Source: an optimization exercise on an open RTL-to-GDS flow (aim: a short achievable clock period and few clock cycles). Production flows keep margins and buffers that such runs may drop. The RTL was checked by simulation tests, not by an equivalence proof against the original design. The clock port is modelled as an ideal driver; clocking choices that lean on that would not hold on a real chip. Power is estimated from default activity; no workload was simulated.

==> v17: inputs <==
==> flow/design.v <==
module reel_compositor (
    input  wire        clk,
    input  wire        rst,
    input  wire        gscr_we,
    input  wire [2:0]  gscr_addr,
    input  wire [7:0]  gscr_wdata,
    input  wire        start,
    output wire        busy,
    output reg  [13:0] vram_addr,
    input  wire [15:0] vram_rdata,
    output reg  [16:0] fgrom_addr,
    input  wire [63:0] fgrom_rdata,
    output reg  [18:0] reelrom_addr,
    input  wire [63:0] reelrom_rdata,
    output reg         pix_we,
    output reg  [17:0] pix_addr,
    output reg  [7:0]  pix_data
);
    reg [7:0] gscr [0:7];
    always @(posedge clk) begin
        if (gscr_we)
            gscr[gscr_addr] <= gscr_wdata;
    end
    wire [15:0] global_x       = {gscr[1], gscr[0]};
    wire [15:0] global_y       = {gscr[3], gscr[2]};
    wire [15:0] global_x_reels = {gscr[5], gscr[4]};
    wire [15:0] global_y_reels = {gscr[7], gscr[6]};
    function [63:0] rev8;
        input [63:0] v;
        integer k;
        begin
            for (k = 0; k < 8; k = k + 1)
                rev8[8*k +: 8] = v[8*(7-k) +: 8];
        end
    endfunction
    reg busy_r;
    reg go;             
    reg lastB;          
    assign busy = busy_r;
    always @(posedge clk) begin
        if (rst) begin
            busy_r <= 1'b0;
            go     <= 1'b0;
        end else begin
            go <= start && !busy_r;
            if (start && !busy_r)
                busy_r <= 1'b1;
            else if (pix_we && lastB)
                busy_r <= 1'b0;
        end
    end
    reg [15:0] vq;
    always @(posedge clk)
        vq <= vram_rdata;
    reg [2:0] slot;
    reg [5:0] grp;
    reg       fvalid;       
    reg [8:0] yf;           
    reg [8:0] lineR;        
    reg [1:0] mR;           
    reg [5:0] fr;           
    reg [2:0] fpy;          
    reg [2:0] hR, hF;       
    reg [5:0] c0, c1;       
    reg [6:0] fc0, fc1;     
    reg [8:0] lineN;
    reg [8:0] fyN;
    reg [8:0] yN;
    reg [1:0] aN, mN;
    reg [8:0] HN;
    reg [9:0] fhN;
    reg [8:0] gxr8;
    reg [8:0] sy0, sy1;
    reg [16:0] fa0, fa1;
    reg       nzF0, nzF1, flipF0, flipF1;
    reg       prR0, prR1, flipR0, flipR1;
    wire [7:0] sel_byte = lineN[0] ? vq[15:8] : vq[7:0];
    wire       line_end = (slot == 3'd7) && (grp == 6'd63);
    always @(posedge clk) begin
        if (go) begin
            slot   <= 3'd6;
            grp    <= 6'd60;
            fvalid <= 1'b0;
            lineN  <= global_y_reels[8:0] + 9'd8;
            fyN    <= global_y[8:0];
            yN     <= 9'd0;
            gxr8   <= global_x_reels[8:0] + 9'd8;
        end else begin
            slot <= slot + 3'd1;
            if (slot == 3'd7)
                grp <= grp + 6'd1;
            if (line_end) begin
                fvalid <= (yN != 9'd288);
                yf     <= yN;
                lineR  <= lineN;
                mR     <= mN;
                fr     <= fyN[8:3];
                fpy    <= fyN[2:0];
                hR     <= HN[2:0];
                hF     <= fhN[2:0];
                c0     <= HN[8:3];
                c1     <= HN[8:3] + {5'd0, |HN[2:0]};
                fc0    <= fhN[9:3];
                fc1    <= fhN[9:3] + {6'd0, |fhN[2:0]};
                lineN  <= lineN + 9'd1;
                fyN    <= fyN + 9'd1;
                yN     <= yN + 9'd1;
            end else if (slot == 3'd7) begin
                c0  <= c0 + 6'd1;
                c1  <= c1 + 6'd1;
                fc0 <= fc0 + 7'd1;
                fc1 <= fc1 + 7'd1;
            end
        end
        case (slot)
            3'd0: vram_addr <= {6'h30, mR, c0};
            3'd1: vram_addr <= {6'h30, mR, c1};
            3'd2: vram_addr <= {1'b0, fr, fc0};
            3'd3: vram_addr <= {1'b0, fr, fc1};
            3'd4: vram_addr <= {2'b10, mR, sy0[8:5], c0};
            3'd5: vram_addr <= {2'b10, mR, sy1[8:5], c1};
            3'd6: vram_addr <= (grp == 6'd61) ? {6'h32, aN, yN[8:3]}
                                              : {6'h33, lineN[8:1]};
            3'd7: vram_addr <= {8'hC4, fyN[8:3]};
        endcase
        if (slot == 3'd3)
            sy0 <= lineR + vq[8:0];
        if (slot == 3'd4)
            sy1 <= lineR + vq[8:0];
        if (slot == 3'd5) begin
            fa0    <= {vq[13:0], fpy ^ {3{vq[14]}}};
            nzF0   <= |vq[13:0];
            flipF0 <= vq[15];
        end
        if (slot == 3'd6) begin
            fa1    <= {vq[13:0], fpy ^ {3{vq[14]}}};
            nzF1   <= |vq[13:0];
            flipF1 <= vq[15];
        end
        reelrom_addr <= {vq[13:0], (slot == 3'd7) ? sy0[4:0] : sy1[4:0]};
        fgrom_addr   <= (slot == 3'd7) ? fa0 : fa1;
        if (slot == 3'd7) begin
            prR0   <= vq[14];
            flipR0 <= vq[15];
        end
        if (slot == 3'd0) begin
            prR1   <= vq[14];
            flipR1 <= vq[15];
        end
        if (slot == 3'd1 && grp == 6'd61) begin
            aN <= sel_byte[1:0];
            mN <= (sel_byte[1:0] > sel_byte[3:2]) ? sel_byte[1:0] : sel_byte[3:2];
        end
        if (slot == 3'd2 && grp == 6'd61)
            fhN <= global_x[9:0] + vq[9:0];
        if (slot == 3'd1 && grp == 6'd62)
            HN <= gxr8 + vq[8:0];
    end
    reg [63:0]  capR, capF;
    reg [119:0] srR, srF;        
    reg [14:0]  prS, nzS;        
    reg        t1_v, t1_last;
    reg [8:0]  t1_y;
    reg [5:0]  t1_g;
    reg [2:0]  t1_hR, t1_hF;
    reg        o_v, o_last;
    reg [8:0]  o_y;
    reg [5:0]  o_g;
    reg [2:0]  o_hR, o_hF;
    reg        vA, lastA;
    reg [8:0]  yA, xA;
    reg [7:0]  rpenA, fpenA;
    reg        prA, nzA;
    wire [2:0] pix_i = slot + 3'd5;
    always @(posedge clk) begin
        if (slot == 3'd1) begin
            capR <= flipR0 ? rev8(reelrom_rdata) : reelrom_rdata;
            capF <= flipF0 ? rev8(fgrom_rdata) : fgrom_rdata;
        end
        if (slot == 3'd2) begin
            srR <= {(flipR1 ? rev8(reelrom_rdata) : reelrom_rdata), capR};
            srF <= {(flipF1 ? rev8(fgrom_rdata) : fgrom_rdata), capF};
            prS <= {{7{prR1}}, {8{prR0}}};
            nzS <= {{7{nzF1}}, {8{nzF0}}};
            t1_v    <= fvalid;
            t1_last <= (yf == 9'd287) && (grp == 6'd63);
            t1_y    <= yf;
            t1_g    <= grp;
            t1_hR   <= hR;
            t1_hF   <= hF;
            o_v     <= t1_v;
            o_last  <= t1_last;
            o_y     <= t1_y;
            o_g     <= t1_g;
            o_hR    <= t1_hR;
            o_hF    <= t1_hF;
        end else begin
            srR <= {8'd0, srR[119:8]};
            srF <= {8'd0, srF[119:8]};
            prS <= {1'b0, prS[14:1]};
            nzS <= {1'b0, nzS[14:1]};
        end
        rpenA <= srR[8*o_hR +: 8];
        fpenA <= srF[8*o_hF +: 8];
        prA   <= prS[o_hR];
        nzA   <= nzS[o_hF];
        vA    <= o_v;
        lastA <= o_last && (pix_i == 3'd7);
        yA    <= o_y;
        xA    <= {o_g, pix_i};
        pix_addr <= {yA, xA};
        pix_data <= (prA || !(nzA && (fpenA != 8'd0))) ? rpenA : fpenA;
        lastB    <= lastA;
        if (go) begin
            t1_v <= 1'b0;
            o_v  <= 1'b0;
            vA   <= 1'b0;
        end
    end
    always @(posedge clk) begin
        if (rst)
            pix_we <= 1'b0;
        else
            pix_we <= vA && busy_r && !go;
    end
endmodule
==> flow/flow/run.sh <==
#!/bin/bash
set -euo pipefail
export CTS_ARGS="-sink_clustering_enable -repair_clock_nets -sink_clustering_size 25 -sink_clustering_max_diameter 100"
export POST_CTS_TCL="$PWD/flow/post_cts.tcl"
bash standard.sh > standard_flow.log 2>&1
==> flow/flow/post_cts.tcl <==
set block [ord::get_db_block]
set root [$block findInst clkbuf_0_clk]
if {$root != "NULL"} {
  set in_net [[$root findITerm A] getNet]
  set out_net [[$root findITerm X] getNet]
  set sinks {}
  foreach it [$out_net getITerms] {
    if {[$it getInst] != $root} { lappend sinks $it }
  }
  puts "post_cts: root buffer feeds [llength $sinks] pins"
  if {[llength $sinks] <= 4} {
    foreach it $sinks { $it disconnect }
    [$root findITerm A] disconnect
    [$root findITerm X] disconnect
    odb::dbInst_destroy $root
    odb::dbNet_destroy $out_net
    foreach it $sinks { $it connect $in_net }
    puts "post_cts: removed root buffer"
    estimate_parasitics -placement
    report_clock_latency
    repair_timing_helper
    detailed_placement
    check_placement -verbose
  }
}
==> flow/standard.sh <==
#!/bin/bash
# synth_recipe.tcl (not shown) runs the flow's synth.tcl, then flattens the netlist and writes it again
# the make line also repeats each setting of config.mk as NAME=value (left out here)
make -C /OpenROAD-flow-scripts/flow DESIGN_CONFIG=/design/flow/config.mk WORK_HOME=/design/flow/orfs CLKGATE_MAP_FILE= SYNTH_SCRIPT=/design/flow/synth_recipe.tcl "${@:-finish}"
==> flow/config.mk <==
export PLATFORM = sky130hd
export DESIGN_NAME = reel_compositor
export DESIGN_NICKNAME = reel_compositor
export VERILOG_FILES = /design/flow/design.v
export SDC_FILE = /design/flow/constraint.sdc
export NUM_CORES = 4
export LEC_CHECK = 0
export ABC_CLOCK_PERIOD_IN_PS = 2000
export CAP_MARGIN = 20
export CORE_MARGIN = 2
export CORE_UTILIZATION = 60
export PLACE_DENSITY = 0.7
export SETUP_SLACK_MARGIN = 4.5
export SLEW_MARGIN = 20
export TNS_END_PERCENT = 100
==> flow/constraint.sdc <==
create_clock -name core_clock -period 6.5 [get_ports {clk}]
set_input_delay 1.3000 -clock core_clock [delete_from_list [all_inputs] [get_ports {clk}]]
set_output_delay 1.3000 -clock core_clock [all_outputs]
set_load 0.01 [all_outputs]
==> inputs of v2, as changes to v17 <==
--- a/flow/design.v
+++ b/flow/design.v
@@ -52,4 +52,9 @@
     reg [15:0] vq;
-    always @(posedge clk)
+    reg [63:0] rq;
+    reg [63:0] fq;
+    always @(posedge clk) begin
         vq <= vram_rdata;
+        rq <= reelrom_rdata;
+        fq <= fgrom_rdata;
+    end
     reg [2:0] slot;
@@ -139,11 +144,13 @@
         end
-        reelrom_addr <= {vq[13:0], (slot == 3'd7) ? sy0[4:0] : sy1[4:0]};
-        fgrom_addr   <= (slot == 3'd7) ? fa0 : fa1;
         if (slot == 3'd7) begin
-            prR0   <= vq[14];
-            flipR0 <= vq[15];
+            reelrom_addr <= {vq[13:0], sy0[4:0]};
+            prR0         <= vq[14];
+            flipR0       <= vq[15];
+            fgrom_addr   <= fa0;
         end
         if (slot == 3'd0) begin
-            prR1   <= vq[14];
-            flipR1 <= vq[15];
+            reelrom_addr <= {vq[13:0], sy1[4:0]};
+            prR1         <= vq[14];
+            flipR1       <= vq[15];
+            fgrom_addr   <= fa1;
         end
@@ -173,11 +180,11 @@
     reg        prA, nzA;
-    wire [2:0] pix_i = slot + 3'd5;
-    always @(posedge clk) begin
-        if (slot == 3'd1) begin
-            capR <= flipR0 ? rev8(reelrom_rdata) : reelrom_rdata;
-            capF <= flipF0 ? rev8(fgrom_rdata) : fgrom_rdata;
-        end
+    wire [2:0] pix_i = slot ^ 3'd4;
+    always @(posedge clk) begin
         if (slot == 3'd2) begin
-            srR <= {(flipR1 ? rev8(reelrom_rdata) : reelrom_rdata), capR};
-            srF <= {(flipF1 ? rev8(fgrom_rdata) : fgrom_rdata), capF};
+            capR <= flipR0 ? rev8(rq) : rq;
+            capF <= flipF0 ? rev8(fq) : fq;
+        end
+        if (slot == 3'd3) begin
+            srR <= {(flipR1 ? rev8(rq) : rq), capR} ;
+            srF <= {(flipF1 ? rev8(fq) : fq), capF} ;
             prS <= {{7{prR1}}, {8{prR0}}};
==> flow/run.sh (new file) <==
#!/bin/bash
# synth_recipe.tcl (not shown) runs the flow's synth.tcl, then flattens the netlist and writes it again
# the make line also repeats each setting of config.mk as NAME=value (left out here)
make -C /OpenROAD-flow-scripts/flow DESIGN_CONFIG=/design/flow/config.mk WORK_HOME=/design/flow/orfs CLKGATE_MAP_FILE= SYNTH_SCRIPT=/design/flow/synth_recipe.tcl finish
- CORE_UTILIZATION: 60 -> 40
- PLACE_DENSITY: 0.7 -> 0.6
removed: flow/flow/run.sh
removed: flow/flow/post_cts.tcl
removed: flow/standard.sh
==> qor summary <==
metric	v2	v17
Status	no timing/DRC/antenna violations	no timing/DRC/antenna violations
Peak ir drop on the vdd network	0.221 mV	0.351 mV
Multiplexer area fraction after synthesis	0.166	0.138
Portion of the layout cell area used by clock cells	0.0813	0.0301
First element of the critical path	fgrom_addr[2]$_DFFE_PP_	vram_addr[10]$_DFF_P_
Slew at the pin closest to its max-slew limit	1.07 ns	1.04 ns
Worst slew margin	0.286	0.309
Post-route clock skew	0.0210 ns	0.0245 ns
Routed wire length	73,700 um	69,000 um
GRT Util Overall	0.168	0.258
First-pass GRT wire length	110,000 um	105,000 um
Multi-input combinational area share	0.254	0.297
Site row count	106	82
Stage delay of the slowest cell on the critical path	0.39 ns	0.38 ns
Post-synthesis sequential area ratio	0.681	0.648
Sequential Power Share	0.478	0.546
Instance area at placement	37,100 um^2	33,700 um^2
Parity-gate share of the synthesized area counting xor and xnor cells	0.0227	0.0245
Testbench counts of v17, summed over its fixed seeds: cycles 589,988.
Testbench counts of v2, summed over its fixed seeds: cycles 589,992.

## port drivers added, routing unchanged
How much do the figures lean on ideal ports? The routed layouts below were timed once more, with nothing changed but the port constraints. Step 1, drivers: a clkbuf_16 drives clk and a buf_2 each remaining input, both assumed. Step 2, shift: input delay + t, output delay - t, t = (earliest + latest rising clock arrival at the registers) / 2. This alone moves slack from input paths to output paths. a / b / c = ideal ports / drivers / drivers and shift; a / b = the first two.
| run | t, ns | slack for setup (ns) | worst setup path at the end | worst register clock-pin slew, ns | worst data-port slew with drivers (ns) |
|---|---|---|---|---|---|
| v17 | 0.511 | 4.304 / 4.180 / 4.047 | input to register | 0.10 / 0.10 | 0.10 |
| v2 | 0.710 | 3.996 / 3.931 / 3.847 | input to register | 0.07 / 0.07 | 0.11 |
After both steps every run listed still meets setup and hold. The setup slack of v17, which loses most, moves by -0.124 ns with the drivers and by -0.257 ns with both steps.
